This design comes from an exercise in tuning for small area, a short achievable clock period and few clock cycles per item on the open sky130 flow, not from production work.
The RTL was checked by simulation tests, not by an equivalence proof against the original design.
No activity file was given, so power comes from the tool's default toggle rates.

**flow/flow/run.sh**
```bash
#!/bin/bash
# The standard ORFS layout (standard.sh, standard synthesis unchanged) with
# faster port buffers and timing repair asked to leave extra setup slack.
set -euo pipefail
MARGIN=$(cat flow/margin.txt)
PORTBUF=$(cat flow/portbuf.txt)
bash standard.sh SETUP_SLACK_MARGIN=$MARGIN "BUFFER_PORTS_ARGS=-buffer_cell $PORTBUF" finish > standard.log 2>&1
```
**flow/flow/margin.txt**
```
8.2
```
**flow/flow/portbuf.txt**
```
sky130_fd_sc_hd__buf_4
```
**flow/standard.sh**
```bash
#!/bin/bash
# synth_recipe.tcl (not shown) runs the flow's synth.tcl, then flattens the netlist and writes it again
# the make line also repeats each setting of config.mk as NAME=value (left out here)
make -C /OpenROAD-flow-scripts/flow DESIGN_CONFIG=/design/flow/config.mk WORK_HOME=/design/flow/orfs CLKGATE_MAP_FILE= SYNTH_SCRIPT=/design/flow/synth_recipe.tcl "${@:-finish}"
```
**flow/config.mk**
```make
export PLATFORM = sky130hd
export DESIGN_NAME = owcrc_engine
export DESIGN_NICKNAME = owcrc_engine
export VERILOG_FILES = /design/flow/design.v
export SDC_FILE = /design/flow/constraint.sdc
export NUM_CORES = 4
export LEC_CHECK = 0
export CAP_MARGIN = 20
export CORE_MARGIN = 2
export CORE_UTILIZATION = 30
export SLEW_MARGIN = 20
export TNS_END_PERCENT = 0
```
**flow/constraint.sdc**
```tcl
create_clock -name core_clock -period 12.0 [get_ports {clk}]
set_input_delay 2.4000 -clock core_clock [delete_from_list [all_inputs] [get_ports {clk}]]
set_output_delay 2.4000 -clock core_clock [all_outputs]
set_load 0.01 [all_outputs]
```
**flow/design.v**
```verilog
module owcrc_engine (
    input  wire        clk,
    input  wire        rst,           
    input  wire        host_sel,
    input  wire        host_we,
    input  wire [7:0]  host_addr,
    input  wire [31:0] host_wdata,
    output reg  [31:0] host_rdata
);
    reg [31:0] cmd_q;
    reg        err, ill, wign;
    reg [15:0] crc_acc;
    reg [31:0] devid_lo, devid_hi;
    reg [6:0]  xfer_addr;
    reg [7:0]  xfer_reg;
    reg [4:0]  xfer_len;
    reg [15:0] data_q;
    reg [1:0]  cfg_speed;
    reg [2:0]  cfg_gsel, cfg_isel;
    reg [23:0] res;
    reg [31:0] buf0, buf1, buf2, buf3;
    reg        crc_run;       
    reg [1:0]  widx;          
    reg        lx_run;        
    reg [1:0]  lx_cnt;        
    wire busy = crc_run | lx_run;
    wire wr = host_sel &  host_we;
    wire a_lo = (host_addr[7:6] == 2'b00) && (host_addr[1:0] == 2'b00);
    wire a_hi = (host_addr[7:4] == 4'b0100) && (host_addr[1:0] == 2'b00);
    wire [3:0] ai = host_addr[5:2];
    wire s_cmd  = a_lo && ai == 4'd0;
    wire s_stat = a_lo && ai == 4'd1;
    wire s_crc  = a_lo && ai == 4'd2;
    wire s_dlo  = a_lo && ai == 4'd3;
    wire s_dhi  = a_lo && ai == 4'd4;
    wire s_xfer = a_lo && ai == 4'd5;
    wire s_data = a_lo && ai == 4'd6;
    wire s_cfg  = a_lo && ai == 4'd7;
    wire s_buf  = a_hi;
    wire dropable = s_cmd | s_crc | s_dlo | s_dhi | s_xfer | s_data | s_cfg | s_buf;
    wire wr_ok    = wr & ~busy;
    wire [31:0] status_word = {23'd0, wign, 3'd0, err, ill, 1'b0, err, busy};
    reg  [31:0] rd_lo, rd_buf;
    always @(*) begin
        case (ai)
            4'd0: rd_lo = cmd_q;
            4'd1: rd_lo = status_word;
            4'd2: rd_lo = {16'd0, crc_acc};
            4'd3: rd_lo = devid_lo;
            4'd4: rd_lo = devid_hi;
            4'd5: rd_lo = {11'd0, xfer_len, xfer_reg, 1'b0, xfer_addr};
            4'd6: rd_lo = {16'd0, data_q};
            4'd7: rd_lo = {21'd0, cfg_isel, 1'b0, cfg_gsel, 2'b00, cfg_speed};
            4'd8: rd_lo = {{10{res[21]}}, res[21:0]};
            default: rd_lo = 32'd0;
        endcase
        case (ai[1:0])
            2'd0: rd_buf = buf0;
            2'd1: rd_buf = buf1;
            2'd2: rd_buf = buf2;
            default: rd_buf = buf3;
        endcase
    end
    wire [31:0] rd_val = a_lo ? rd_lo : (a_hi ? rd_buf : 32'd0);
    function [15:0] crc8;
        input [15:0] c;
        input [7:0]  b;
        integer k;
        reg [15:0] x;
        begin
            x = c ^ {8'h00, b};
            for (k = 0; k < 8; k = k + 1)
                x = x[0] ? ((x >> 1) ^ 16'hA001) : (x >> 1);
            crc8 = x;
        end
    endfunction
    wire [15:0] crc_byte_res = crc8(crc_acc, data_q[7:0]);
    reg [31:0] cw;
    always @(*) begin
        case (widx)
            2'd0: cw = buf0;
            2'd1: cw = buf1;
            2'd2: cw = buf2;
            default: cw = buf3;
        endcase
    end
    wire [15:0] t1 = crc8(crc_acc, cw[7:0]);
    wire [15:0] t2 = crc8(t1, cw[15:8]);
    wire [15:0] t3 = crc8(t2, cw[23:16]);
    wire [15:0] t4 = crc8(t3, cw[31:24]);
    wire [4:0]  crem = xfer_len - {1'b0, widx, 2'b00};    
    wire        clast = (crem <= 5'd4);
    reg  [15:0] chunk;
    always @(*) begin
        if (!clast) chunk = t4;
        else case (crem[1:0])
            2'd1: chunk = t1;
            2'd2: chunk = t2;
            2'd3: chunk = t3;
            default: chunk = t4;
        endcase
    end
    wire        dneg  = data_q[15];
    wire [6:0]  dg5   = {3'd0, data_q[3:0]} * 7'd5 + (dneg ? 7'd7 : 7'd4);
    wire [3:0]  dg    = dg5[6:3];
    wire [11:0] dh    = data_q[15:4];
    wire [12:0] dt_v  = {dh[11], dh} * 13'sd10 + {9'd0, dg};
    wire        dt_ok = dneg ? (data_q >= 16'hFC8F) : (data_q <= 16'd2000);
    wire [16:0] bt_m  = {{4{data_q[12]}}, data_q[12:0]} * 17'd10;
    wire [12:0] bt_v  = bt_m[16:4];
    wire        lx_sel_ok = ~cfg_gsel[2] & (cfg_isel != 3'd7);
    wire [3:0]  lx_s   = {2'b00, cfg_gsel[1:0]} + {1'b0, cfg_isel};
    wire [19:0] lx_x   = {data_q, 3'b000} + {4'd0, data_q};    
    function [9:0] lx_step;            
        input [7:0] r;
        input [1:0] b;
        reg [9:0] t;
        reg [9:0] d1, d2, d3;
        begin
            t  = {r, b};
            d1 = t - 10'd250;
            d2 = t - 10'd500;
            d3 = t - 10'd750;
            if (t >= 10'd750)      lx_step = {2'd3, d3[7:0]};
            else if (t >= 10'd500) lx_step = {2'd2, d2[7:0]};
            else if (t >= 10'd250) lx_step = {2'd1, d1[7:0]};
            else                   lx_step = {2'd0, t[7:0]};
        end
    endfunction
    reg [11:0] lx_qn;
    reg [7:0]  lx_rn;
    reg [9:0]  lx_sr;
    integer j;
    always @(*) begin
        lx_qn = res[11:0];
        lx_rn = res[19:12];
        for (j = 0; j < 2; j = j + 1) begin
            lx_sr = lx_step(lx_rn, lx_qn[11:10]);
            lx_qn = {lx_qn[9:0], lx_sr[9:8]};
            lx_rn = lx_sr[7:0];
        end
    end
    wire [7:0]  lx_b  = res[19:12];
    wire [11:1] lx_t  = {lx_b >= 8'd230, lx_b >= 8'd209, lx_b >= 8'd188,
                         lx_b >= 8'd167, lx_b >= 8'd146, lx_b >= 8'd125,
                         lx_b >= 8'd105, lx_b >= 8'd84,  lx_b >= 8'd63,
                         lx_b >= 8'd42,  lx_b >= 8'd21};
    wire [3:0]  lx_h  = {lx_t[8],
                         lx_t[4] & ~lx_t[8],
                         (lx_t[2] & ~lx_t[4]) | (lx_t[6] & ~lx_t[8]) | lx_t[10],
                         (lx_t[1] & ~lx_t[2]) | (lx_t[3] & ~lx_t[4]) |
                         (lx_t[5] & ~lx_t[6]) | (lx_t[7] & ~lx_t[8]) |
                         (lx_t[9] & ~lx_t[10]) | lx_t[11]};
    wire [8:0]  lx_f   = {lx_b, 1'b0} + {5'd0, lx_h};
    wire [20:0] lx_af  = {res[11:0], lx_f};
    wire [3:0]  lx_rs  = 4'd9 - res[23:20];
    wire [20:0] lx_val = lx_af >> lx_rs;
    wire [7:0] op = host_wdata[7:0];
    wire hz      = (host_wdata[31:8] == 24'd0);
    wire op_nop  = hz && op == 8'h00;
    wire op_byte = hz && op == 8'h01;
    wire op_buf  = hz && op == 8'h02;
    wire op_dt   = hz && op == 8'h22;
    wire op_bt   = hz && op == 8'h32;
    wire op_lx   = hz && op == 8'h42;
    wire len_bad = (xfer_len > 5'd16);
    wire c_ill   = ~(op_nop | op_byte | op_buf | op_dt | op_bt | op_lx)
                   | (op_buf & len_bad) | (op_lx & ~lx_sel_ok);
    wire c_rng   = op_dt & ~dt_ok;
    wire start = wr_ok & s_cmd & ~rst;
    always @(posedge clk)
        host_rdata <= rd_val;
    wire [31:0] wd    = host_wdata & {32{~rst}};
    wire [31:0] wd_cfg = wd | {22'd0, rst, rst, 3'd0, rst, 4'd0};
    wire ld_crc  = rst | (wr_ok & s_crc);
    wire ld_dlo  = rst | (wr_ok & s_dlo);
    wire ld_dhi  = rst | (wr_ok & s_dhi);
    wire ld_xfer = rst | (wr_ok & s_xfer);
    wire ld_data = rst | (wr_ok & s_data);
    wire ld_cfg  = rst | (wr_ok & s_cfg);
    wire ld_cmd  = rst | start;
    wire ld_b0   = rst | (wr_ok & s_buf & ai[1:0] == 2'd0);
    wire ld_b1   = rst | (wr_ok & s_buf & ai[1:0] == 2'd1);
    wire ld_b2   = rst | (wr_ok & s_buf & ai[1:0] == 2'd2);
    wire ld_b3   = rst | (wr_ok & s_buf & ai[1:0] == 2'd3);
    always @(posedge clk) begin
        if (ld_dlo)  devid_lo <= wd;
        if (ld_dhi)  devid_hi <= wd;
        if (ld_xfer) begin
            xfer_addr <= wd[6:0];
            xfer_reg  <= wd[15:8];
            xfer_len  <= wd[20:16];
        end
        if (ld_data) data_q <= wd[15:0];
        if (ld_cfg) begin
            cfg_speed <= wd_cfg[1:0];
            cfg_gsel  <= wd_cfg[6:4];
            cfg_isel  <= wd_cfg[10:8];
        end
        if (ld_cmd) cmd_q <= wd;
        if (ld_b0)  buf0 <= wd;
        if (ld_b1)  buf1 <= wd;
        if (ld_b2)  buf2 <= wd;
        if (ld_b3)  buf3 <= wd;
    end
    wire        crc_cmd_ld  = start & ((op_buf & ~len_bad & (xfer_len != 5'd0)) | op_byte);
    wire [15:0] crc_cmd_val = host_wdata[0] ? crc_byte_res : chunk;
    wire [15:0] crc_other   = ld_crc ? wd[15:0] : (crc_run ? chunk : crc_acc);
    always @(posedge clk)
        crc_acc <= crc_cmd_ld ? crc_cmd_val : crc_other;
    wire        res_cmd_ld  = start & (op_dt | op_bt | (op_lx & lx_sel_ok));
    wire [23:0] res_dt      = dt_ok ? {{11{dt_v[12]}}, dt_v} : 24'd0;
    wire [23:0] res_bt      = {{11{bt_v[12]}}, bt_v};
    wire [23:0] res_lx0     = {lx_s, lx_x[19:12], lx_x[11:0]};
    wire [23:0] res_cmd_val = host_wdata[6] ? res_lx0 : (host_wdata[4] ? res_bt : res_dt);
    reg  [23:0] res_other;
    always @(*) begin
        res_other = res;
        if (rst)
            res_other = 24'd0;
        else if (lx_run) begin
            if (lx_cnt == 2'd3)
                res_other = {3'd0, lx_val};
            else
                res_other[19:0] = {lx_rn, lx_qn};
        end
    end
    always @(posedge clk)
        res <= res_cmd_ld ? res_cmd_val : res_other;
    always @(posedge clk) begin
        if (rst) begin
            err       <= 1'b0;
            ill       <= 1'b0;
            wign      <= 1'b0;
            crc_run   <= 1'b0;
            widx      <= 2'd0;
            lx_run    <= 1'b0;
            lx_cnt    <= 2'd0;
        end else begin
            if (wr && s_stat && host_wdata[8])
                wign <= 1'b0;
            if (wr && dropable && busy)
                wign <= 1'b1;
            if (start) begin
                err   <= c_ill | c_rng;
                ill   <= c_ill;
                if (op_buf && !len_bad && xfer_len != 5'd0 && !clast) begin
                    crc_run <= 1'b1;
                    widx    <= 2'd1;
                end
                if (op_lx && lx_sel_ok) begin
                    lx_cnt <= 2'd0;
                    lx_run <= 1'b1;
                end
            end
            if (crc_run) begin
                widx <= widx + 2'd1;
                if (clast) begin
                    crc_run <= 1'b0;
                    widx    <= 2'd0;
                end
            end
            if (lx_run) begin
                lx_cnt <= lx_cnt + 2'd1;
                if (lx_cnt == 2'd3)
                    lx_run <= 1'b0;
            end
        end
    end
endmodule
```
==> results.json, run 1 <==
{
  "outcome": "finished clean",
  "path_cells": "buf_6 -> nand2b_1 -> nor3_2 -> buf_4 -> nand2_1 -> nand2_1 -> nor2_1 -> nand2_4",
  "finalSetupTns_ns": 0,
  "vdd_ir_drop_max_v": 0.000584,
  "clk_pin_slew_ns": 0.06,
  "synth_area_sq_mm": 0.0207,
  "synth_flop_cell": "edfxtp_1",
  "syn2layout_area_growth_pct": 21.9,
  "slew_viol_final": 0,
  "reg2reg_from": "widx[0]",
  "cpPeakStageDelay_ns": 0.39,
  "port-buffer-count": 75,
  "crit_type": "primary input to flip-flop",
  "ant_nets": 0,
  "crit_top_cell": "nand2_1",
  "wl_per_cell_microns": 25.3,
  "antenna_found_initial": 2,
  "start_util_pct": 30.3,
  "cp.required_ns": 12.25,
  "grt_max_degree": 50,
  "end_kind": "flip-flop",
  "ys_types": 84,
  "synth_top_area_share_pct": 44.6,
  "h-tree-depth": 2,
  "cts_buffer_depth": 3,
  "insertion_delay_ns": 0.57,
  "synthTopCellsByArea": "edfxtp_1 (45%), ha_1 (4.7%), xnor2_1 (4.7%)",
  "clockRootBuffer": "clkbuf_16",
  "die-area_sq_mm": 0.0712,
  "layout-drive-gt1-share_pct": 22.5,
  "synth.net_count": 2001,
  "ys_seq_area_share_pct": 48.6,
  "layout_commonest_cell": "edfxtp_1",
  "synth_edf_count": 308,
  "via_per_inst": 5.75,
  "path_depth": 8,
  "yosysWarnings": 1,
  "cp-endpoint": "crc_acc[2]",
  "fp.dieH_microns": 267,
  "finish.instance_area_sq_mm": 0.0253,
  "grt_first_pass_wirelength_microns": 108000,
  "rsz0062_at_grt": "true",
  "r2r_slack_ns": 7.72,
  "whs_ns": 0.461,
  "die_w_microns": 267,
  "avgSynthCellArea_sq_um": 11.1,
  "place_hpwl_microns": 48100,
  "min_path_type": "flip-flop to flip-flop",
  "worstMarginPinSlew_ns": 1.10,
  "grt_pass1_vias": 16100,
  "setup_viol": 0,
  "nets": 2131,
  "hold_violations": 0,
  "crit_start": "host_addr[3]",
  "period_needed_ns": 4.30,
  "rows": 96,
  "max_slew_margin_pct": 26.7,
  "vias": 16800,
  "start_kind": "primary input",
  "grt.total_usage_pct": 20.3,
  "wl_microns": 73800,
  "instances_no_fill": 2916,
  "path_buf_inv": 2,
  "reg2regPathDepth": 16,
  "drt-pass1-iter-count": 8,
  "yosysTopAreaCell": "edfxtp_1",
  "async_flop_share_pct": 0,
  "placed_area_sq_mm": 0.0223,
  "ios": 76,
  "dp_cells": 2750,
  "synth-seq-cells": 349,
  "p_leak_nw": 9.21,
  "r2r_end": "crc_acc[15]",
  "pwr_density_cell_mw_per_mm2": 255,
  "drtIter0Drc": 2654,
  "syn_inst": 1872,
  "cts_tree": "yes",
  "final_cell_mix": "edfxtp_1 (308), buf_4 (180), nand2_1 (131), a21oi_1 (129), nor2_1 (121)",
  "finalClockSkew_ns": 0.0136,
  "path_delay_family": "simple AND/OR/NAND/NOR gates",
  "cp_data_arrival_time_ns": 4.54,
  "drc": 0,
  "final_util_pct": 36.9,
  "max_freq_mhz": 233,
  "cts_buffers": 39,
  "coreArea_sq_mm": 0.0685,
  "path_max_fanout": 39,
  "maxCapViolCount": 0,
  "cts_sinks": 349,
  "overflow": 0,
  "routabilityCongestion": 0.905,
  "post-route-period-util_pct": 35.8,
  "crit_slowest_cell": "buf_6"
}
-- through the flow --
step / setup WS, ns / power (mW)
3_3_place_gp: 5.66 / 4.57
5_1_grt: 7.60 / 6.74
3_5_place_dp: 5.61 / 4.57
6_report: 7.70 / 6.44
2_1_floorplan: 7.37 / 3.89
4_1_cts: 7.80 / 6.38
-- worst min-delay path by stage --
| stage | start | endpoint | slack (ns) | cells past startpoint |
|---|---|---|---|---|
| 2_1_floorplan | ill | ill | 0.43 | 1 |
| 3_3_place_gp | ill | ill | 0.44 | 1 |
| 3_5_place_dp | ill | ill | 0.44 | 1 |
| 4_1_cts | ill | ill | 0.46 | 1 |
| 5_1_grt | ill | ill | 0.50 | 1 |
| 6_report | ill | ill | 0.46 | 1 |
-- final cells by class --
class                           instances  area, sq um
Fill cell                            6585        43200
Sequential cell                       349        10100
Clock buffer                           54         1100
Timing Repair Buffer                  200         1690
Multi-Input combinational cell       1354        10800
Inverter                               58          229
Antenna cell                            1         2.50
Tap cell                              882         1100
Clock inverter                         18          235
-- cells in the mapped netlist, drive strengths merged (6+ instances only) --
master,instances
a211oi,18
a22oi,46
o22ai,14
buf,23
o31ai,6
ha,78
nor3,34
edfxtp,308
a211o,7
or3,7
nand4,8
a21o,35
nand2,136
nand2b,14
a221oi,15
mux2i,24
nor4,15
a21oi,155
mux4,35
nor2b,60
nor2,127
or2,9
mux2,7
nand3,30
inv,57
xnor2,119
o211ai,15
xor2,51
clkbuf,90
o21ai,103
a222oi,57
a31oi,23
and3,8
dfxtp,41
fa,7
xnor3,8
-- layer usage --
| layer | track usage (%) | part of all wire (%) | vias to the layer above | wire [microns] |
|---|---|---|---|---|
| li1 | - | - | 7426 | - |
| met5 | 0 | 0.038 | - | 28 |
| met1 | 28.9 | 42 | 8253 | 30900 |
| met2 | 31.2 | 44 | 963 | 32900 |
| met3 | 4.20 | 11 | 110 | 8160 |
| met4 | 5.89 | 2.5 | 4 | 1880 |
-- worst register-to-register path, stage by stage, from the launching register on --
cell     delay, ns
dfxtp_4       0.37
ha_1          0.22
buf_6         0.20
inv_6         0.38
a21oi_2       0.18
xnor2_2       0.27
buf_4         0.17
buf_4         0.11
xor2_1        0.23
xnor2_2       0.19
xnor3_2       0.44
xor2_2        0.21
xnor3_2       0.46
xnor2_4       0.22
nor2_2        0.06
or3_1         0.33
a21oi_2       0.11
-- power breakdown --
| group | total (mW) | switching, mW | leakage (nW) | internal [mW] |
|---|---|---|---|---|
| clock | 1.24 | 0.504 | 0.647 | 0.738 |
| combinational | 3.56 | 1.84 | 5.24 | 1.72 |
| sequential | 1.64 | 0.139 | 3.32 | 1.50 |
-- cell families after synthesis --
| kind of cell | count (synthesis) | share of synthesized area (%) |
|---|---|---|
| AOI/OAI and AO/OA | 553 | 17.9 |
| xor gates and xnor gates | 178 | 8.56 |
| adders and majority gates | 85 | 5.39 |
| buffers and inverters | 171 | 3.34 |
| DFF | 349 | 48.6 |
| muxes | 66 | 5.34 |
| and+or+nand+nor | 470 | 10.8 |
-- repair_timing --
action,4_1_cts,5_1_grt
endpoints found under the setup margin,368,369
setup buffers,82,3
pin swaps,64,22
cloned,7,0
hold buffers,0,0
resized for setup,157,20
Testbench counts, summed over its fixed seeds: cycles 14,986, commands 1,920.
==> run 2, diff against run 1 <==
==> flow/flow/margin.txt (replaced) <==
7.7
==> results.json, run 2 <==
{
  "pwr_density_cell_mw_per_mm2": 251,
  "grt_max_degree": 50,
  "h-tree-depth": 2,
  "final_util_pct": 36.6,
  "grt.total_usage_pct": 19.7,
  "postCtsHoldBufs": 0,
  "vias": 16700,
  "nets": 2118,
  "placed_area_sq_mm": 0.0223,
  "grt_first_pass_wirelength_microns": 105000,
  "p_clk_share_pct": 19.8,
  "drtIter0Drc": 2465,
  "avgSynthCellArea_sq_um": 11.1,
  "max_freq_mhz": 226,
  "ys_types": 84,
  "layout_commonest_cell": "edfxtp_1",
  "finish.instance_area_sq_mm": 0.0250,
  "crit_slowest_cell": "nor4_4",
  "finalSetupTns_ns": 0,
  "ios": 76,
  "synth_flop_cell": "edfxtp_1",
  "port-buffer-count": 75,
  "hold_violations": 0,
  "synth.net_count": 2001,
  "rsz0062_at_grt": "true",
  "p_leak_nw": 9.08,
  "cts_buffers": 39,
  "cts_buffer_depth": 3,
  "layout-drive-gt1-share_pct": 21.3,
  "min_path_type": "flip-flop to flip-flop",
  "maxCapViolCount": 0,
  "ant_nets": 0,
  "synth_top_area_share_pct": 44.6,
  "slew_viol_final": 0,
  "clk_pin_slew_ns": 0.07,
  "synth-seq-cells": 349,
  "die-area_sq_mm": 0.0712,
  "synth_area_sq_mm": 0.0207,
  "wl_per_cell_microns": 25.0,
  "cts_sinks": 349,
  "end_kind": "flip-flop",
  "insertion_delay_ns": 0.57,
  "yosysMostFrequentCell": "edfxtp_1",
  "path_max_fanout": 14,
  "period_needed_ns": 4.42,
  "ys_seq_area_share_pct": 48.6,
  "async_flop_share_pct": 0,
  "drc": 0,
  "cp_data_arrival_time_ns": 4.75,
  "drt-pass1-iter-count": 8,
  "final_cell_mix": "edfxtp_1 (308), buf_4 (173), a21oi_1 (133), nand2_1 (132), nor2_1 (122)",
  "cp.required_ns": 12.32,
  "intPower_mw": 3.87,
  "cts_tree": "yes",
  "syn2layout_area_growth_pct": 20.8,
  "start_kind": "primary input",
  "setup_ws_ns": 7.58,
  "die_w_microns": 267,
  "post-route-period-util_pct": 36.8,
  "place_hpwl_microns": 48100,
  "wl_microns": 72500,
  "clockRootBuffer": "clkbuf_16",
  "instances_no_fill": 2903,
  "setup_viol": 0,
  "yosysTopAreaCell": "edfxtp_1",
  "routabilityCongestion": 0.905,
  "power_frac_comb_pct": 54.2,
  "finalClockSkew_ns": 0.0136,
  "syn_inst": 1872,
  "overflow": 0,
  "synth_edf_count": 308,
  "vdd_ir_drop_max_v": 0.000461,
  "netlist_top_cells_count": "edfxtp_1 (308), a21oi_1 (151), nand2_1 (136), nor2_1 (126), xnor2_1 (111)",
  "cpPeakStageDelay_ns": 0.56,
  "via_per_inst": 5.76,
  "grt_pass1_vias": 15600,
  "antenna_found_initial": 1,
  "outcome": "finished clean",
  "path_cells": "buf_4 -> nor4_4 -> nand4_1 -> nor4_4 -> and4_2 -> or2_4 -> o311a_1 -> a21oi_2",
  "yosysWarnings": 1,
  "crit_top_cell": "nor4_4",
  "crit_type": "primary input to flip-flop",
  "place_ws_ns": 5.61,
  "coreArea_sq_mm": 0.0685,
  "worstMarginPinSlew_ns": 1.03,
  "rows": 96,
  "switchingPower_mw": 2.41,
  "start_util_pct": 30.3,
  "max_slew_margin_pct": 31.0,
  "fp.dieH_microns": 267,
  "seqPwrFrac_pct": 26.0,
  "power.share.switching_pct": 38.4,
  "dp_cells": 2750,
  "synthTopCellsByArea": "edfxtp_1 (45%), ha_1 (4.7%), xnor2_1 (4.7%)"
}
## run 2: changes by cell type in the layout (fill, tap and decap cells not counted), moves of 3 or more
cell	previous run	this run
buf_4	180	173
buf_6	9	4
a21oi_1	129	133
xnor2_2	22	18
o21ai_1	6	9
xnor2_1	92	95
## run 2: cells by family after synthesis
logic type               synth area share, %
AO/OA/AOI/OAI                           17.9
XOR/XNOR                                8.56
adder cells (fa/ha/maj)                 5.39
buffers and inverters                   3.34
flip-flops                              48.6
multiplexers                            5.34
AND/OR/NAND/NOR                         10.8
## run 2: layout make-up
type	count	area, sq um
Sequential cell	349	10100
Timing Repair Buffer	187	1540
Clock inverter	18	235
Antenna cell	1	2.50
Multi-Input combinational cell	1354	10700
Tap cell	882	1100
Inverter	58	229
Clock buffer	54	1100
Fill cell	6597	43400
## run 2: worst paths after layout
path	startpoint	endpoint	cells after the start	slack, ns
worst max-delay path	host_wdata[11]	crc_acc[15]	8	7.58
worst min-delay path	ill	ill	1	0.46
worst max register to register	res[13]	res[18]	15	7.68
worst min register to register	ill	ill	1	0.46
## run 2: critical path, delay by kind of cell
kind | cells | cell delay (ns)
AOI/OAI and AO/OA | 2 | 0.24
buffers and inverters | 1 | 0.13
and+or+nand+nor | 5 | 1.96
## run 2: stage by stage
step	hold WS [ns]	power, mW
floorplan	0.427	3.89
global placement	0.444	4.57
detailed placement	0.444	4.57
CTS	0.458	6.14
global route	0.495	6.59
finish	0.460	6.29
## run 2: repair_timing
action,CTS,global route
resized for setup,58,99
endpoints found under the setup margin,225,231
cloned,1,4
hold endpoints to repair,0,0
pin swaps,19,43
buffers inserted,31,43
## run 2: power by group through the flow
stage          Sequential (mW)  Clock [mW]  Combinational (mW)
6_report                  1.64        1.24                3.41
5_1_grt                   1.64        1.30                3.64
4_1_cts                   1.64        1.26                3.25
3_5_place_dp              1.67           0                2.90
3_3_place_gp              1.67           0                2.89
2_1_floorplan             1.58           0                2.31
## run 2: per-layer routing
| layer | wire (microns) | GRT usage, % | up-vias |
|---|---|---|---|
| met1 | 30500 | 28.2 | 8263 |
| met2 | 32300 | 30.4 | 965 |
| met4 | 1660 | 4.95 | 0 |
| met3 | 8000 | 3.83 | 102 |
| li1 | - | - | 7404 |
| met5 | 0 | 0 | - |
==> run 3, diff against run 2 <==
==> flow/flow/run.sh (replaced) <==
#!/bin/bash
# The standard ORFS layout (standard.sh, standard synthesis unchanged) with
# faster port buffers, free cell sizing, and timing repair asked to leave
# extra setup slack.
set -euo pipefail
MARGIN=$(cat flow/margin.txt)
PORTBUF=$(cat flow/portbuf.txt)
bash standard.sh SETUP_SLACK_MARGIN=$MARGIN MATCH_CELL_FOOTPRINT=0 "BUFFER_PORTS_ARGS=-buffer_cell $PORTBUF" finish > standard.log 2>&1
==> flow/flow/margin.txt (replaced) <==
8.2
==> results.json, run 3 <==
{
  "cpPeakStageDelay_ns": 0.43,
  "layout_commonest_cell": "edfxtp_1",
  "synth_top_area_share_pct": 44.6,
  "period_needed_ns": 4.24,
  "h-tree-depth": 2,
  "rsz0062_at_grt": "true",
  "netlist_top_cells_count": "edfxtp_1 (308), a21oi_1 (151), nand2_1 (136), nor2_1 (126), xnor2_1 (111)",
  "synth_edf_count": 308,
  "syn_inst": 1872,
  "max_freq_mhz": 236,
  "num_antenna_cells": 0,
  "nets": 2142,
  "syn2layout_area_growth_pct": 21.9,
  "synth_flop_cell": "edfxtp_1",
  "p_leak_nw": 9.20,
  "grt_pass1_vias": 16400,
  "cts_buffer_depth": 3,
  "insertion_delay_ns": 0.57,
  "avgSynthCellArea_sq_um": 11.1,
  "vdd_ir_drop_max_v": 0.000334,
  "ys_seq_area_share_pct": 48.6,
  "path_buf_inv": 4,
  "ys_types": 84,
  "setup_viol": 0,
  "place_ws_ns": 6.12,
  "port-buffer-count": 75,
  "fp.dieH_microns": 267,
  "layout-drive-gt1-share_pct": 23.3,
  "outcome": "finished clean",
  "async_flop_share_pct": 0,
  "cp.required_ns": 12.32,
  "vias": 17000,
  "setup_ws_ns": 7.76,
  "place_hpwl_microns": 48800,
  "start_kind": "flip-flop",
  "post-route-period-util_pct": 35.3,
  "path_delay_family": "XOR/XNOR gates",
  "clk_pin_slew_ns": 0.06,
  "die_w_microns": 267,
  "wl_microns": 73200,
  "finalClockSkew_ns": 0.0203,
  "grt_max_degree": 48,
  "synth-seq-cells": 349,
  "ios": 76,
  "finalSetupTns_ns": 0,
  "maxCapViolCount": 0,
  "cts_sinks": 349,
  "cts_tree": "yes",
  "drtIter0Drc": 2441,
  "worstMarginPinSlew_ns": 1.22,
  "clockRootBuffer": "clkbuf_16",
  "wl_per_cell_microns": 25.0,
  "cp_data_arrival_time_ns": 4.56,
  "synth.net_count": 2001,
  "antenna_found_initial": 3,
  "via_per_inst": 5.81,
  "routabilityCongestion": 0.926,
  "cts_buffers": 39,
  "slew_viol_final": 0,
  "yosysMostFrequentCell": "edfxtp_1",
  "hold_violations": 0,
  "coreArea_sq_mm": 0.0685,
  "overflow": 0,
  "start_util_pct": 30.3,
  "grt_first_pass_wirelength_microns": 108000,
  "synth_area_sq_mm": 0.0207,
  "grt.total_usage_pct": 20.2,
  "placed_area_sq_mm": 0.0223,
  "min_path_type": "flip-flop to flip-flop",
  "yosysTopAreaCell": "edfxtp_1",
  "path_max_fanout": 16,
  "drt-pass1-iter-count": 9,
  "rows": 96,
  "drc": 0,
  "end_kind": "flip-flop",
  "yosysWarnings": 1,
  "pwr_density_cell_mw_per_mm2": 261,
  "crit_type": "flip-flop to flip-flop",
  "crit_slowest_cell": "xnor3_1",
  "synthTopCellsByArea": "edfxtp_1 (45%), ha_1 (4.7%), xnor2_1 (4.7%)",
  "finish.instance_area_sq_mm": 0.0253,
  "final_cell_mix": "edfxtp_1 (308), buf_4 (191), a21oi_1 (130), nand2_1 (127), nor2_1 (121)",
  "path_cells": "inv_2 -> ha_4 -> buf_12 -> a222oi_1 -> a21oi_2 -> xnor2_4 -> xnor3_2 -> xnor3_1 -> xnor2_2 -> xor2_2 -> buf_4 -> buf_4 -> xnor2_2 -> mux2i_1 -> a211oi_2 -> o311a_1 -> a21oi_2",
  "final_util_pct": 36.9,
  "die-area_sq_mm": 0.0712,
  "max_slew_margin_pct": 18.5,
  "ant_nets": 0
}
[run 3: cell counts after synthesis]
No cell type changed its count.
[run 3: what timing repair did]
action	4_1_cts	5_1_grt
cloned	7	0
setup endpoints to repair	375	360
setup buffers	71	22
hold buffers	0	0
resized for setup	144	60
pin swaps	54	43
[run 3: report_power, final]
group          internal, mW  total [mW]  switching (mW)
logic                  1.89        3.80            1.91
registers              1.50        1.65           0.147
clock network         0.657        1.15           0.488
total                  4.04        6.59            2.55
[run 3: stage by stage]
step | total power [mW] | hold slack [ns] | instances
final | 6.59 | 0.454 | 2925
after floorplan | 3.89 | 0.427 | 1872
after global routing | 6.90 | 0.493 | 2925
after CTS | 6.22 | 0.456 | 2902
after detailed placement | 4.56 | 0.443 | 2753
after global placement | 4.53 | 0.437 | 2753
[run 3: cells by family after synthesis]
group	share of synthesized area [%]
compound gates	17.9
simple gates	10.8
flops	48.6
xor+xnor	8.56
buf+inv	3.34
fa+ha+maj	5.39
mux	5.34
[run 3: final timing paths]
| check | startpoint | endpoint | slack (ns) | cells past startpoint |
|---|---|---|---|---|
| setup reg to reg | widx[0] | crc_acc[15] | 7.76 | 17 |
| hold reg to reg | ill | ill | 0.45 | 1 |
| setup / recovery | widx[0] | crc_acc[15] | 7.76 | 17 |
| hold / removal | ill | ill | 0.45 | 1 |
[run 3: layer usage]
layer / part of all wire (%) / global-route usage, % / vias to the layer above
li1: - / - / 7450
met1: 41 / 28.2 / 8367
met2: 45 / 31.8 / 1010
met3: 11 / 3.81 / 155
met4: 3.3 / 5.91 / 2
met5: 0.015 / 0 / -
[run 3: area by class of cell]
cell class                 count  area, sq um
clock buffer                  56         1090
multi-input combinational   1354        10900
fill                        6628        43200
sequential                   349        10100
tap                          882         1100
clock inverter                15          114
inverter                      58          230
timing repair buffer         211         1730
[run 3: worst register-to-register path, stage by stage (launching register included)]
cell      delay (ns)
dfxtp_4         0.38
inv_2           0.07
ha_4            0.19
buf_12          0.16
a222oi_1        0.39
a21oi_2         0.18
xnor2_4         0.25
xnor3_2         0.32
xnor3_1         0.43
xnor2_2         0.19
xor2_2          0.21
buf_4           0.19
buf_4           0.14
xnor2_2         0.17
mux2i_1         0.11
a211oi_2        0.33
o311a_1         0.23
a21oi_2         0.04
==> run 4, diff against run 3 <==
==> flow/flow/margin.txt (replaced) <==
8.8
==> results.json, run 4 <==
{
  "max_freq_mhz": 236,
  "ios": 76,
  "crit_type": "flip-flop to flip-flop",
  "cts_tree": "yes",
  "finalClockSkew_ns": 0.0203,
  "cts_sinks": 349,
  "cpPeakStageDelay_ns": 0.43,
  "syn_inst": 1872,
  "grt_first_pass_wirelength_microns": 108000,
  "hold_start": "ill",
  "ys_seq_area_share_pct": 48.6,
  "coreArea_sq_mm": 0.0685,
  "cp_data_arrival_time_ns": 4.56,
  "drc": 0,
  "synth.net_count": 2001,
  "slew_viol_final": 0,
  "hold_depth": 1,
  "port-buffer-count": 75,
  "path_max_fanout": 16,
  "cts_buffers": 39,
  "num_antenna_cells": 0,
  "start_util_pct": 30.3,
  "netlist_top_cells_count": "edfxtp_1 (308), a21oi_1 (151), nand2_1 (136), nor2_1 (126), xnor2_1 (111)",
  "setup_viol": 0,
  "place_hpwl_microns": 48800,
  "ant_nets": 0,
  "die-area_sq_mm": 0.0712,
  "grt_max_degree": 48,
  "overflow": 0,
  "fillCellCount": 6628,
  "layout-drive-gt1-share_pct": 23.3,
  "r2r_slack_ns": 7.76,
  "final_util_pct": 36.9,
  "fp.dieH_microns": 267,
  "cp.required_ns": 12.32,
  "cts_buffer_depth": 3,
  "start_kind": "flip-flop",
  "finalSetupTns_ns": 0,
  "synth_top_area_share_pct": 44.6,
  "via_per_inst": 5.81,
  "synth_edf_count": 308,
  "synthTopCellsByArea": "edfxtp_1 (45%), ha_1 (4.7%), xnor2_1 (4.7%)",
  "end_kind": "flip-flop",
  "postCtsHoldBufs": 0,
  "drt-pass1-iter-count": 9,
  "grt.total_usage_pct": 20.2,
  "avgSynthCellArea_sq_um": 11.1,
  "p_leak_nw": 9.20,
  "period_needed_ns": 4.24,
  "grt_pass1_vias": 16400,
  "final_cell_mix": "edfxtp_1 (308), buf_4 (191), a21oi_1 (130), nand2_1 (127), nor2_1 (121)",
  "insertion_delay_ns": 0.57,
  "reg2reg_from": "widx[0]",
  "vdd_ir_drop_max_v": 0.000334,
  "clk_pin_slew_ns": 0.06,
  "crit_slowest_cell": "xnor3_1",
  "async_flop_share_pct": 0,
  "rsz0062_at_grt": "true",
  "r2r_end": "crc_acc[15]",
  "drtIter0Drc": 2441,
  "yosysWarnings": 1,
  "synth-seq-cells": 349,
  "yosysMostFrequentCell": "edfxtp_1",
  "synth_area_sq_mm": 0.0207,
  "h-tree-depth": 2,
  "min_path_type": "flip-flop to flip-flop",
  "wl_microns": 73200,
  "hold_end": "ill",
  "maxCapViolCount": 0,
  "wl_per_cell_microns": 25.0,
  "outcome": "finished clean",
  "worstMarginPinSlew_ns": 1.22,
  "routabilityCongestion": 0.926,
  "pwr_density_cell_mw_per_mm2": 261,
  "layout_commonest_cell": "edfxtp_1",
  "hold_violations": 0,
  "max_slew_margin_pct": 18.5,
  "nets": 2142,
  "whs_ns": 0.454,
  "syn2layout_area_growth_pct": 21.9,
  "yosysTopAreaCell": "edfxtp_1",
  "ys_types": 84,
  "vias": 17000,
  "clockRootBuffer": "clkbuf_16",
  "synth_flop_cell": "edfxtp_1",
  "rows": 96,
  "path_cells": "inv_2 -> ha_4 -> buf_12 -> a222oi_1 -> a21oi_2 -> xnor2_4 -> xnor3_2 -> xnor3_1 -> xnor2_2 -> xor2_2 -> buf_4 -> buf_4 -> xnor2_2 -> mux2i_1 -> a211oi_2 -> o311a_1 -> a21oi_2",
  "die_w_microns": 267,
  "antenna_found_initial": 3,
  "reg2regPathDepth": 17,
  "post-route-period-util_pct": 35.3
}
run 4: cell counts after synthesis:
Identical to the previous run, type by type.
run 4: worst max-delay path by stage:
stage | from | slack [ns] | depth (start not counted) | to
detailed placement | host_wdata[20] | 6.12 | 8 | res[19]
finish | widx[0] | 7.76 | 17 | crc_acc[15]
CTS | widx[1] | 7.79 | 16 | crc_acc[15]
floorplan | host_addr[7] | 7.38 | 4 | buf0[0]
global placement | host_wdata[20] | 6.09 | 8 | res[17]
global route | res[12] | 7.61 | 22 | res[0]
run 4: power breakdown:
part / internal (mW) / leakage, nW / switching (mW)
logic: 1.89 / 5.29 / 1.91
clock network: 0.657 / 0.588 / 0.488
registers: 1.50 / 3.32 / 0.147
total: 4.04 / 9.20 / 2.55
run 4: cell type report:
cell class	instances	area (sq um)	share of cell area (%)
clock inverter	15	114	0.451
tap	882	1100	4.37
inverter	58	230	0.911
clock buffer	56	1090	4.32
timing repair buffer	211	1730	6.84
sequential	349	10100	39.9
multi-input combinational	1354	10900	43.2
run 4: critical path: cells and delay by family (launching register included):
family	cells	cell delay [ns]
adder cells (fa/ha/maj)	1	0.19
flip-flops	1	0.38
XOR/XNOR	6	1.56
AO/OA/AOI/OAI	5	1.16
multiplexers	1	0.11
buffers and inverters	4	0.56
run 4: through the flow:
step / area, sq um / worst slack (ns) / power (mW) / cells
after global placement: 22300 / 6.09 / 4.53 / 2753
after detailed placement: 22300 / 6.12 / 4.56 / 2753
after floorplan: 20800 / 7.38 / 3.89 / 1872
after CTS: 24800 / 7.79 / 6.22 / 2902
final: 25300 / 7.76 / 6.59 / 2925
after global routing: 25300 / 7.61 / 6.90 / 2925
run 4: logic make-up after synthesis:
group	Yosys count	synth area share, %
compound gates	553	17.9
simple gates	470	10.8
flops	349	48.6
xor+xnor	178	8.56
buf+inv	171	3.34
fa+ha+maj	85	5.39
mux	66	5.34
run 4: what timing repair did:
action	4_1_cts	5_1_grt
resized for setup	144	60
setup buffers	71	22
pin swaps	54	43
cloned	7	0
setup endpoints to repair	551	600
run 4: routing by layer:
layer | part of all wire, % | routed length (microns) | track usage [%] | up-vias
met2 | 45 | 32900 | 31.8 | 1010
met4 | 3.3 | 2410 | 5.91 | 2
met1 | 41 | 30200 | 28.2 | 8367
met5 | 0.015 | 11 | 0 | -
met3 | 11 | 7770 | 3.81 | 155
li1 | - | - | - | 7450
==> run 5, diff against run 4 <==
--- a/flow/design.v
+++ b/flow/design.v
@@ -85,20 +85,35 @@
         endcase
     end
-    wire [15:0] t1 = crc8(crc_acc, cw[7:0]);
-    wire [15:0] t2 = crc8(t1, cw[15:8]);
-    wire [15:0] t3 = crc8(t2, cw[23:16]);
-    wire [15:0] t4 = crc8(t3, cw[31:24]);
-    wire [4:0]  crem = xfer_len - {1'b0, widx, 2'b00};    
+    wire [4:0]  crem  = xfer_len - {1'b0, widx, 2'b00};    
     wire        clast = (crem <= 5'd4);
-    reg  [15:0] chunk;
-    always @(*) begin
-        if (!clast) chunk = t4;
-        else case (crem[1:0])
-            2'd1: chunk = t1;
-            2'd2: chunk = t2;
-            2'd3: chunk = t3;
-            default: chunk = t4;
-        endcase
-    end
+    wire [1:0]  cn    = clast ? crem[1:0] : 2'd0;          
+    wire [31:0] ch_v  = cw ^ {16'h0000, crc_acc};
+    reg  [31:0] ch_a;
+    always @(*) begin
+        case (cn)
+            2'd1: ch_a = {ch_v[7:0], 24'h000000};
+            2'd2: ch_a = {ch_v[15:0], 16'h0000};
+            2'd3: ch_a = {ch_v[23:0], 8'h00};
+            default: ch_a = ch_v;
+        endcase
+    end
+    wire [15:0] ch_g;
+    assign ch_g[0] = ^(ch_a & 32'hFFFBFFE7);
+    assign ch_g[1] = ^(ch_a & 32'h000C0028);
+    assign ch_g[2] = ^(ch_a & 32'h00180050);
+    assign ch_g[3] = ^(ch_a & 32'h003000A0);
+    assign ch_g[4] = ^(ch_a & 32'h00600140);
+    assign ch_g[5] = ^(ch_a & 32'h00C00280);
+    assign ch_g[6] = ^(ch_a & 32'h01800500);
+    assign ch_g[7] = ^(ch_a & 32'h03000A00);
+    assign ch_g[8] = ^(ch_a & 32'h06001400);
+    assign ch_g[9] = ^(ch_a & 32'h0C002800);
+    assign ch_g[10] = ^(ch_a & 32'h18005001);
+    assign ch_g[11] = ^(ch_a & 32'h3000A003);
+    assign ch_g[12] = ^(ch_a & 32'h60014007);
+    assign ch_g[13] = ^(ch_a & 32'hC002800F);
+    assign ch_g[14] = ^(ch_a & 32'h7FFEFFF9);
+    assign ch_g[15] = ^(ch_a & 32'hFFFDFFF3);
+    wire [15:0] chunk = ch_g ^ ((cn == 2'd1) ? {8'h00, crc_acc[15:8]} : 16'h0000);
     wire        dneg  = data_q[15];
     wire [6:0]  dg5   = {3'd0, data_q[3:0]} * 7'd5 + (dneg ? 7'd7 : 7'd4);
==> flow/flow/run.sh (replaced) <==
#!/bin/bash
# The standard ORFS layout (standard.sh, standard synthesis unchanged) with
# faster port buffers and timing repair asked to leave extra setup slack.
set -euo pipefail
MARGIN=$(cat flow/margin.txt)
PORTBUF=$(cat flow/portbuf.txt)
bash standard.sh SETUP_SLACK_MARGIN=$MARGIN "BUFFER_PORTS_ARGS=-buffer_cell $PORTBUF" finish > standard.log 2>&1
==> flow/flow/margin.txt (replaced) <==
8.2
==> results.json, run 5 <==
{
  "overflow": 0,
  "grt_max_degree": 52,
  "netlist_top_cells_count": "edfxtp_1 (308), a21oi_1 (162), nand2_1 (146), nor2_1 (110), xnor2_1 (104)",
  "rsz0062_at_grt": "true",
  "p_leak_nw": 9.11,
  "fillCellCount": 6789,
  "hold_start": "wign",
  "vdd_ir_drop_max_v": 0.000103,
  "final_util_pct": 35.9,
  "cts_buffer_depth": 3,
  "start_kind": "primary input",
  "synth_area_sq_mm": 0.0211,
  "grt_pass1_vias": 16500,
  "die_w_microns": 269,
  "hold_end": "wign",
  "setup_viol": 0,
  "clockRootBuffer": "clkbuf_16",
  "yosysTopAreaCell": "edfxtp_1",
  "layout-drive-gt1-share_pct": 19.8,
  "hold_violations": 0,
  "die-area_sq_mm": 0.0724,
  "postCtsHoldBufs": 0,
  "finish.instance_area_sq_mm": 0.0251,
  "drt-pass1-iter-count": 9,
  "min_path_type": "flip-flop to flip-flop",
  "pwr_density_cell_mw_per_mm2": 189,
  "synth-seq-cells": 349,
  "maxCapViolCount": 0,
  "yosysMostFrequentCell": "edfxtp_1",
  "r2r_slack_ns": 7.64,
  "synth_top_area_share_pct": 43.9,
  "outcome": "finished clean",
  "start_util_pct": 30.2,
  "period_needed_ns": 4.41,
  "syn2layout_area_growth_pct": 18.9,
  "port-buffer-count": 75,
  "hold_depth": 2,
  "placed_area_sq_mm": 0.0226,
  "power.share.switching_pct": 36.6,
  "coreArea_sq_mm": 0.0698,
  "via_per_inst": 5.85,
  "insertion_delay_ns": 0.54,
  "cts_sinks": 349,
  "max_freq_mhz": 227,
  "drtIter0Drc": 2359,
  "reg2reg_from": "widx[0]",
  "rows": 97,
  "syn_inst": 1929,
  "synth_flop_cell": "edfxtp_1",
  "fp.dieH_microns": 269,
  "finalClockSkew_ns": 0.0286,
  "async_flop_share_pct": 0,
  "vias": 17500,
  "wl_per_cell_microns": 24.3,
  "wl_microns": 72700,
  "synthTopCellsByArea": "edfxtp_1 (44%), ha_1 (4.7%), xnor2_1 (4.3%)",
  "synth_edf_count": 308,
  "end_kind": "flip-flop",
  "nets": 2149,
  "cts_tree": "yes",
  "place_hpwl_microns": 48600,
  "ant_nets": 0,
  "worstMarginPinSlew_ns": 1.14,
  "crit_type": "primary input to flip-flop",
  "whs_ns": 0.495,
  "r2r_end": "crc_acc[14]",
  "slew_viol_final": 0,
  "drc": 0,
  "intPower_mw": 3.01,
  "p_clk_share_pct": 24.6,
  "ios": 76,
  "cp.required_ns": 12.27,
  "final_cell_mix": "edfxtp_1 (308), buf_4 (164), a21oi_1 (149), nand2_1 (142), nor2_1 (101)",
  "switchingPower_mw": 1.74,
  "cp_data_arrival_time_ns": 4.68,
  "finalSetupTns_ns": 0,
  "path_max_fanout": 5,
  "reg2regPathDepth": 14,
  "routabilityCongestion": 0.894,
  "avgSynthCellArea_sq_um": 10.9,
  "grt.total_usage_pct": 19.1,
  "layout_commonest_cell": "edfxtp_1",
  "num_antenna_cells": 0,
  "max_slew_margin_pct": 24.1,
  "ys_types": 89,
  "total_power_mw": 4.75,
  "h-tree-depth": 2,
  "antenna_found_initial": 0,
  "seqPwrFrac_pct": 34.3,
  "power_frac_comb_pct": 41.0,
  "ys_seq_area_share_pct": 47.7,
  "synth.net_count": 2059,
  "clk_pin_slew_ns": 0.06,
  "yosysWarnings": 1,
  "grt_first_pass_wirelength_microns": 106000,
  "cts_buffers": 36,
  "post-route-period-util_pct": 36.7
}
## run 5: power groups by stage
stage          logic [mW]  registers, mW  clock network, mW
2_1_floorplan        1.36           1.56                  0
3_3_place_gp         1.67           1.70                  0
3_5_place_dp         1.70           1.70                  0
4_1_cts              1.80           1.66               1.18
5_1_grt              2.12           1.64               1.23
6_report             1.95           1.63               1.17
## run 5: worst max path at each step
stage	start	endpoint	slack (ns)	cells past startpoint
2_1_floorplan	host_addr[4]	buf0[0]	7.37	5
6_report	host_wdata[10]	crc_acc[14]	7.59	11
3_5_place_dp	host_wdata[8]	res[9]	5.64	9
3_3_place_gp	host_wdata[8]	res[9]	5.72	9
4_1_cts	host_wdata[11]	crc_acc[0]	7.71	11
5_1_grt	xfer_len[2]	crc_acc[14]	7.53	15
## run 5: cell type report
class / count / area (sq um) / area share [%]
repair buffers: 175 / 1410 / 5.64
multi-input cells: 1403 / 10900 / 43.6
flip-flops and latches: 349 / 10100 / 40.2
clock inverters: 12 / 105 / 0.419
inverters: 54 / 211 / 0.843
clock buffers: 54 / 1150 / 4.60
well taps: 940 / 1180 / 4.69
## run 5: stage by stage
step | setup slack [ns] | cells
floorplan | 7.37 | 1929
global placement | 5.72 | 2844
detailed placement | 5.64 | 2844
CTS | 7.71 | 2948
global route | 7.53 | 2987
finish | 7.59 | 2987
## run 5: per-layer routing
metal | routed length (microns) | share of wire (%) | vias to the layer above | global-route usage [%]
met5 | 0 | 0 | - | 0
met1 | 29700 | 41 | 8704 | 26.0
met4 | 2210 | 3.0 | 0 | 5.92
met3 | 7580 | 10 | 121 | 3.93
li1 | - | - | 7660 | -
met2 | 33200 | 46 | 994 | 30.6
## run 5: logic make-up (layout without fill, tap and decap cells)
kind of cell | Yosys count | after routing | share of synthesized area, %
AOI/OAI and AO/OA | 592 | 592 | 19.3
xor gates and xnor gates | 149 | 149 | 6.75
adders and majority gates | 86 | 86 | 5.35
buffers and inverters | 179 | 295 | 3.41
DFF | 349 | 349 | 47.7
muxes | 75 | 75 | 5.64
and+or+nand+nor | 499 | 501 | 11.8
## run 5: timing repair
action                     CTS  global route
setup endpoints to repair  389           389
resized for setup           77            34
pin swaps                   15            21
setup buffers               36            38
cloned                       2             1
## run 5: worst max-delay path: stages
cell      delay (ns)
buf_8           0.10
nor4_4          0.47
nand4_1         0.34
nor2_4          0.26
nand4_1         0.15
buf_6           0.17
a21oi_4         0.16
buf_12          0.14
mux2i_4         0.23
buf_4           0.15
o221ai_2        0.09
Testbench counts of run 5, summed over its fixed seeds: cycles 14,986, commands 1,920.
==> run 6, diff against run 5 <==
==> flow/flow/margin.txt (replaced) <==
8.6
==> results.json, run 6 <==
{
  "outcome": "finished clean",
  "path_buf_inv": 4,
  "path_delay_family": "simple AND/OR/NAND/NOR gates",
  "ys_types": 89,
  "maxCapViolCount": 0,
  "synth-simple-area-share_pct": 11.8,
  "hold_depth": 2,
  "synth_flop_cell": "edfxtp_1",
  "setup_viol": 0,
  "layout_commonest_cell": "edfxtp_1",
  "vdd_ir_drop_max_v": 0.000103,
  "insertion_delay_ns": 0.54,
  "ys_seq_area_share_pct": 47.7,
  "finalClockSkew_ns": 0.0286,
  "syn_inst": 1929,
  "hold_violations": 0,
  "synth.area.mux_share_pct": 5.64,
  "nets": 2149,
  "rows": 97,
  "vias": 17500,
  "start_util_pct": 30.2,
  "cts_buffers": 36,
  "synthTopCellsByArea": "edfxtp_1 (44%), ha_1 (4.7%), xnor2_1 (4.3%)",
  "cp_data_arrival_time_ns": 4.68,
  "synth_xor_area_share_pct": 6.75,
  "grt.total_usage_pct": 19.1,
  "ant_nets": 0,
  "num_antenna_cells": 0,
  "r2r_slack_ns": 7.64,
  "cts_sinks": 349,
  "synth_area_sq_mm": 0.0211,
  "async_flop_share_pct": 0,
  "die_w_microns": 269,
  "via_per_inst": 5.85,
  "finalSetupTns_ns": 0,
  "yosysMostFrequentCell": "edfxtp_1",
  "synth-seq-cells": 349,
  "path_depth": 11,
  "slew_viol_final": 0,
  "cts_buffer_depth": 3,
  "ios": 76,
  "clockRootBuffer": "clkbuf_16",
  "wl_per_cell_microns": 24.3,
  "overflow": 0,
  "synthAdderAreaFrac_pct": 5.35,
  "clk_pin_slew_ns": 0.06,
  "reg2regPathDepth": 14,
  "postCtsHoldBufs": 0,
  "synth_compound_area_share_pct": 19.3,
  "layout-drive-gt1-share_pct": 19.8,
  "h-tree-depth": 2,
  "yosysTopAreaCell": "edfxtp_1",
  "port-buffer-count": 75,
  "period_needed_ns": 4.41,
  "antenna_found_initial": 0,
  "cpPeakStageDelay_ns": 0.47,
  "max_freq_mhz": 227,
  "synth_top_family_by_area": "compound AO/OA/AOI/OAI gates",
  "crit_type": "primary input to flip-flop",
  "grt_pass1_vias": 16500,
  "whs_ns": 0.495,
  "coreArea_sq_mm": 0.0698,
  "cts_tree": "yes",
  "crit_top_cell": "nand4_1",
  "crit_slowest_cell": "nor4_4",
  "place_hpwl_microns": 48600,
  "avgSynthCellArea_sq_um": 10.9,
  "max_slew_margin_pct": 24.1,
  "drt-pass1-iter-count": 9,
  "drtIter0Drc": 2359,
  "worstMarginPinSlew_ns": 1.14,
  "grt_max_degree": 52,
  "cp.required_ns": 12.27,
  "netlist_top_cells_count": "edfxtp_1 (308), a21oi_1 (162), nand2_1 (146), nor2_1 (110), xnor2_1 (104)",
  "p_leak_nw": 9.11,
  "wl_microns": 72700,
  "path_cells": "buf_8 -> nor4_4 -> nand4_1 -> nor2_4 -> nand4_1 -> buf_6 -> a21oi_4 -> buf_12 -> mux2i_4 -> buf_4 -> o221ai_2",
  "grt_first_pass_wirelength_microns": 106000,
  "rsz0062_at_grt": "true",
  "die-area_sq_mm": 0.0724,
  "path_max_fanout": 5,
  "routabilityCongestion": 0.894,
  "pwr_density_cell_mw_per_mm2": 189,
  "min_path_type": "flip-flop to flip-flop",
  "final_cell_mix": "edfxtp_1 (308), buf_4 (164), a21oi_1 (149), nand2_1 (142), nor2_1 (101)",
  "yosysWarnings": 1,
  "fp.dieH_microns": 269,
  "drc": 0,
  "syn2layout_area_growth_pct": 18.9,
  "post-route-period-util_pct": 36.7,
  "synth.net_count": 2059,
  "synth_edf_count": 308,
  "synth_top_area_share_pct": 43.9,
  "end_kind": "flip-flop",
  "start_kind": "primary input"
}
==> run 6: cell counts after synthesis <==
Identical to the previous run, type by type.
==> run 6: repair_timing <==
action | CTS | global route
pin swaps | 15 | 21
setup buffers | 36 | 38
endpoints found under the setup margin | 412 | 433
gates resized for setup | 77 | 34
gates cloned | 2 | 1
==> run 6: layout make-up <==
class	count	area [sq um]
Fill cell	6789	44700
Inverter	54	211
Multi-Input combinational cell	1403	10900
Tap cell	940	1180
Sequential cell	349	10100
Clock inverter	12	105
Clock buffer	54	1150
Timing Repair Buffer	175	1410
==> run 6: worst paths after layout <==
kind | from | end
max | host_wdata[10] | crc_acc[14]
min | wign | wign
max reg2reg | widx[0] | crc_acc[14]
min reg2reg | wign | wign
==> run 6: stage by stage <==
| stage | setup WS, ns | util (%) | instance area [sq um] | cells | total power, mW |
|---|---|---|---|---|---|
| 3_5_place_dp | 5.64 | 32.4 | 22600 | 2844 | 3.40 |
| 5_1_grt | 7.53 | 35.9 | 25100 | 2987 | 4.98 |
| 4_1_cts | 7.71 | 35.3 | 24600 | 2948 | 4.64 |
| 6_report | 7.59 | 35.9 | 25100 | 2987 | 4.75 |
| 3_3_place_gp | 5.72 | 32.4 | 22600 | 2844 | 3.37 |
| 2_1_floorplan | 7.37 | - | 21200 | 1929 | 2.93 |
==> run 6: report_power, final <==
part	switching, mW	internal [mW]	total (mW)
registers	0.155	1.48	1.63
logic	1.11	0.840	1.95
clock network	0.477	0.692	1.17
==> run 6: cells by family (layout without fill, tap and decap cells) <==
kind of cell / Yosys count / count (layout)
buffers and inverters: 179 / 295
XOR/XNOR: 149 / 149
adder cells (fa/ha/maj): 86 / 86
AND/OR/NAND/NOR: 499 / 501
AO/OA/AOI/OAI: 592 / 592
multiplexers: 75 / 75
flip-flops: 349 / 349
==> run 6: worst register-to-register path, stage by stage, from the launching register on <==
cell	delay (ns)
dfxtp_1	0.41
inv_1	0.12
ha_1	0.22
buf_4	0.29
a222oi_1	0.40
a21oi_1	0.24
xnor2_2	0.40
o22ai_1	0.17
o21ba_4	0.26
xnor2_1	0.12
xnor3_2	0.49
xnor3_2	0.41
xnor2_1	0.15
xnor2_1	0.28
o221ai_2	0.13
==> run 6: routing by layer <==
metal,up-vias,routed length (microns),track usage (%),share of wire (%)
met5,-,0,0,0
met4,0,2210,5.92,3.0
met3,121,7580,3.93,10
met2,994,33200,30.6,46
met1,8704,29700,26.0,41
li1,7660,-,-,-
==> run 7, diff against run 6 <==
--- a/flow/design.v
+++ b/flow/design.v
@@ -227,5 +227,7 @@
     wire [23:0] res_dt      = dt_ok ? {{11{dt_v[12]}}, dt_v} : 24'd0;
     wire [23:0] res_bt      = {{11{bt_v[12]}}, bt_v};
-    wire [23:0] res_lx0     = {lx_s, lx_x[19:12], lx_x[11:0]};
+    wire [9:0]  lx_c1       = lx_step(lx_x[19:12], lx_x[11:10]);
+    wire [9:0]  lx_c2       = lx_step(lx_c1[7:0], lx_x[9:8]);
+    wire [23:0] res_lx0     = {lx_s, lx_c2[7:0], lx_x[7:0], lx_c1[9:8], lx_c2[9:8]};
     wire [23:0] res_cmd_val = host_wdata[6] ? res_lx0 : (host_wdata[4] ? res_bt : res_dt);
     reg  [23:0] res_other;
@@ -235,5 +237,5 @@
             res_other = 24'd0;
         else if (lx_run) begin
-            if (lx_cnt == 2'd3)
+            if (lx_cnt == 2'd2)
                 res_other = {3'd0, lx_val};
             else
@@ -278,5 +280,5 @@
             if (lx_run) begin
                 lx_cnt <= lx_cnt + 2'd1;
-                if (lx_cnt == 2'd3)
+                if (lx_cnt == 2'd2)
                     lx_run <= 1'b0;
             end
==> flow/flow/margin.txt (replaced) <==
8.2
==> results.json, run 7 <==
{
  "outcome": "finished clean",
  "setup_viol": 0,
  "cts_buffer_depth": 3,
  "synth_area_sq_mm": 0.0220,
  "layout-drive-gt1-share_pct": 18.0,
  "syn2layout_area_growth_pct": 16.7,
  "grt.total_usage_pct": 19.6,
  "yosysMostFrequentCell": "edfxtp_1",
  "hold_violations": 0,
  "h-tree-depth": 2,
  "overflow": 0,
  "drc": 0,
  "cts_sinks": 349,
  "synth_flop_cell": "edfxtp_1",
  "yosysTopAreaCell": "edfxtp_1",
  "setup_ws_ns": 7.16,
  "ios": 76,
  "p_clk_share_pct": 23.5,
  "cp_data_arrival_time_ns": 5.14,
  "die_w_microns": 275,
  "vdd_ir_drop_max_v": 0.000108,
  "grt_max_degree": 47,
  "postCtsHoldBufs": 0,
  "hold_start": "wign",
  "start_kind": "flip-flop",
  "place_ws_ns": 6.05,
  "routabilityCongestion": 0.935,
  "hold_depth": 2,
  "switchingPower_mw": 1.80,
  "synth_edf_count": 308,
  "nets": 2284,
  "r2r_slack_ns": 7.16,
  "ys_types": 100,
  "wl_microns": 75800,
  "finalClockSkew_ns": 0.0330,
  "pwr_density_cell_mw_per_mm2": 185,
  "intPower_mw": 2.94,
  "rsz0062_at_grt": "true",
  "max_slew_margin_pct": 21.6,
  "rows": 99,
  "cts_buffers": 36,
  "netlist_top_cells_count": "edfxtp_1 (308), a21oi_1 (167), nand2_1 (161), nor2_1 (118), xnor2_1 (109)",
  "period_needed_ns": 4.84,
  "clockRootBuffer": "clkbuf_16",
  "port-buffer-count": 75,
  "max_freq_mhz": 206,
  "end_kind": "flip-flop",
  "final_cell_mix": "edfxtp_1 (308), buf_4 (168), a21oi_1 (162), nand2_1 (158), nor2_1 (113)",
  "reg2regPathDepth": 18,
  "syn_inst": 2067,
  "avgSynthCellArea_sq_um": 10.7,
  "cp.required_ns": 12.30,
  "clk_pin_slew_ns": 0.07,
  "maxCapViolCount": 0,
  "yosysWarnings": 1,
  "vias": 18200,
  "synth-seq-cells": 349,
  "synthTopCellsByArea": "edfxtp_1 (42%), ha_1 (4.9%), xnor2_1 (4.3%)",
  "antenna_found_initial": 2,
  "power.share.switching_pct": 37.9,
  "path_max_fanout": 10,
  "insertion_delay_ns": 0.57,
  "via_per_inst": 5.81,
  "grt_first_pass_wirelength_microns": 112000,
  "synth.net_count": 2205,
  "coreArea_sq_mm": 0.0728,
  "reg2reg_from": "data_q[3]",
  "drt-pass1-iter-count": 7,
  "drtIter0Drc": 2293,
  "p_leak_nw": 9.22,
  "total_power_mw": 4.74,
  "place_hpwl_microns": 52200,
  "crit_type": "flip-flop to flip-flop",
  "fp.dieH_microns": 275,
  "power_frac_comb_pct": 42.9,
  "r2r_end": "res[18]",
  "min_path_type": "flip-flop to flip-flop",
  "cts_tree": "yes",
  "fillCellCount": 7237,
  "ys_seq_area_share_pct": 45.7,
  "num_antenna_cells": 0,
  "layout_commonest_cell": "edfxtp_1",
  "finalSetupTns_ns": 0,
  "wl_per_cell_microns": 24.2,
  "grt_pass1_vias": 17700,
  "ant_nets": 0,
  "post-route-period-util_pct": 40.4,
  "start_util_pct": 30.2,
  "worstMarginPinSlew_ns": 1.17,
  "synth_top_area_share_pct": 42.0,
  "hold_end": "wign",
  "seqPwrFrac_pct": 33.6,
  "async_flop_share_pct": 0,
  "die-area_sq_mm": 0.0756,
  "slew_viol_final": 0
}
[run 7: timing repair]
action,CTS,global route
cloned,1,0
resized for setup,60,22
pin swaps,15,11
buffers inserted,46,17
endpoints found under the setup margin,385,389
[run 7: worst max-delay path: stages (launching register included)]
cell       delay [ns]
edfxtp_1         0.47
ha_2             0.24
fa_2             0.40
a211oi_4         0.30
o21a_1           0.22
o211a_4          0.18
inv_1            0.07
ha_1             0.22
inv_1            0.08
a41oi_2          0.06
or3_4            0.41
a41o_1           0.32
nor2_2           0.19
nor2_4           0.09
a2111oi_4        0.49
a21o_1           0.29
a211oi_1         0.11
a2111oi_2        0.31
o31ai_1          0.12
[run 7: area by class of cell]
cell class / instances / area, sq um / share of cell area [%]
sequential: 349 / 10100 / 39.2
timing repair buffer: 171 / 1300 / 5.05
inverter: 59 / 228 / 0.886
clock buffer: 45 / 956 / 3.72
multi-input combinational: 1529 / 11700 / 45.6
clock inverter: 21 / 213 / 0.828
tap: 959 / 1200 / 4.67
[run 7: cell families (layout without fill, tap and decap cells)]
| group | Yosys count | in the layout | synth area share (%) |
|---|---|---|---|
| adders and majority gates | 94 | 94 | 5.58 |
| DFF | 349 | 349 | 45.7 |
| muxes | 81 | 81 | 5.58 |
| buffers and inverters | 190 | 296 | 3.47 |
| xor gates and xnor gates | 163 | 163 | 6.68 |
| and+or+nand+nor | 520 | 521 | 11.5 |
| AOI/OAI and AO/OA | 670 | 670 | 21.5 |
[run 7: power by group through the flow]
| stage | sequential (mW) | combinational (mW) | clock, mW |
|---|---|---|---|
| final | 1.60 | 2.04 | 1.11 |
| after global routing | 1.60 | 2.21 | 1.18 |
| after CTS | 1.60 | 1.95 | 1.12 |
| after detailed placement | 1.64 | 1.81 | 0 |
| after global placement | 1.64 | 1.80 | 0 |
| after floorplan | 1.55 | 1.43 | 0 |
[run 7: worst max path at each step]
stage	startpoint	endpoint	cells after the start
2_1_floorplan	data_q[0]	res[19]	21
3_3_place_gp	host_addr[7]	res[19]	11
3_5_place_dp	host_addr[7]	res[19]	11
4_1_cts	data_q[3]	res[18]	19
5_1_grt	res[12]	res[19]	15
6_report	data_q[3]	res[18]	18
[run 7: stage by stage]
stage                     util (%)  hold WS, ns  instances  cell area, sq um
final                         35.3        0.491       3133             25700
after global routing          35.3        0.500       3133             25700
after CTS                     34.9        0.481       3115             25400
after detailed placement      32.4        0.467       3002             23600
after global placement        32.4        0.458       3002             23600
after floorplan                  -        0.427       2067             22100
[run 7: per-layer routing]
metal	wire, microns	vias up	GRT usage, %	share of wire (%)
met3	5860	119	2.73	7.7
met2	36400	915	32.7	48
met5	0	-	0	0
met4	2830	0	7.13	3.7
li1	-	8171	-	-
met1	30700	9010	25.8	40
Testbench counts of run 7, summed over its fixed seeds: cycles 14,518, commands 1,920.

## re-timing with driven ports
Ports are ideal in the flow. The routed layouts listed here were re-timed in OpenROAD.
Step 1 sets driving cells, clkbuf_16 on the clock port and buf_2 on the other inputs (assumed; they add their load-dependent delay and slew).
Step 2 moves the port delays by t, midway between the first and last clock arrival at a register: inputs arrive t later, outputs are due t later. That takes back most of the time a late clock gives input paths.
Three values: ideal, step 1, step 2; two values: the first two.
run | t (ns) | setup slack, ns | hold WS [ns] | latest minus earliest clock arrival (ns)
run 1 | 0.617 | 7.702 / 7.698 / 7.081 | 0.461 / 0.461 / 0.461 | 0.016 / 0.016
run 2 | 0.618 | 7.579 / 7.577 / 6.959 | 0.460 / 0.460 / 0.460 | 0.016 / 0.016
run 3 | 0.614 | 7.760 / 7.760 / 7.213 | 0.454 / 0.454 / 0.454 | 0.021 / 0.020
run 4 | 0.614 | 7.760 / 7.760 / 7.213 | 0.454 / 0.454 / 0.454 | 0.021 / 0.020
run 5 | 0.584 | 7.594 / 7.558 / 6.974 | 0.495 / 0.495 / 0.495 | 0.028 / 0.028
run 6 | 0.584 | 7.594 / 7.558 / 6.974 | 0.495 / 0.495 / 0.495 | 0.028 / 0.028
run 7 | 0.611 | 7.155 / 7.155 / 6.615 | 0.491 / 0.491 / 0.491 | 0.034 / 0.033
After both steps setup and hold are still met in every run listed. For run 1, which loses most, drivers alone change the setup slack by -0.004 ns; drivers and shift together by -0.621 ns.
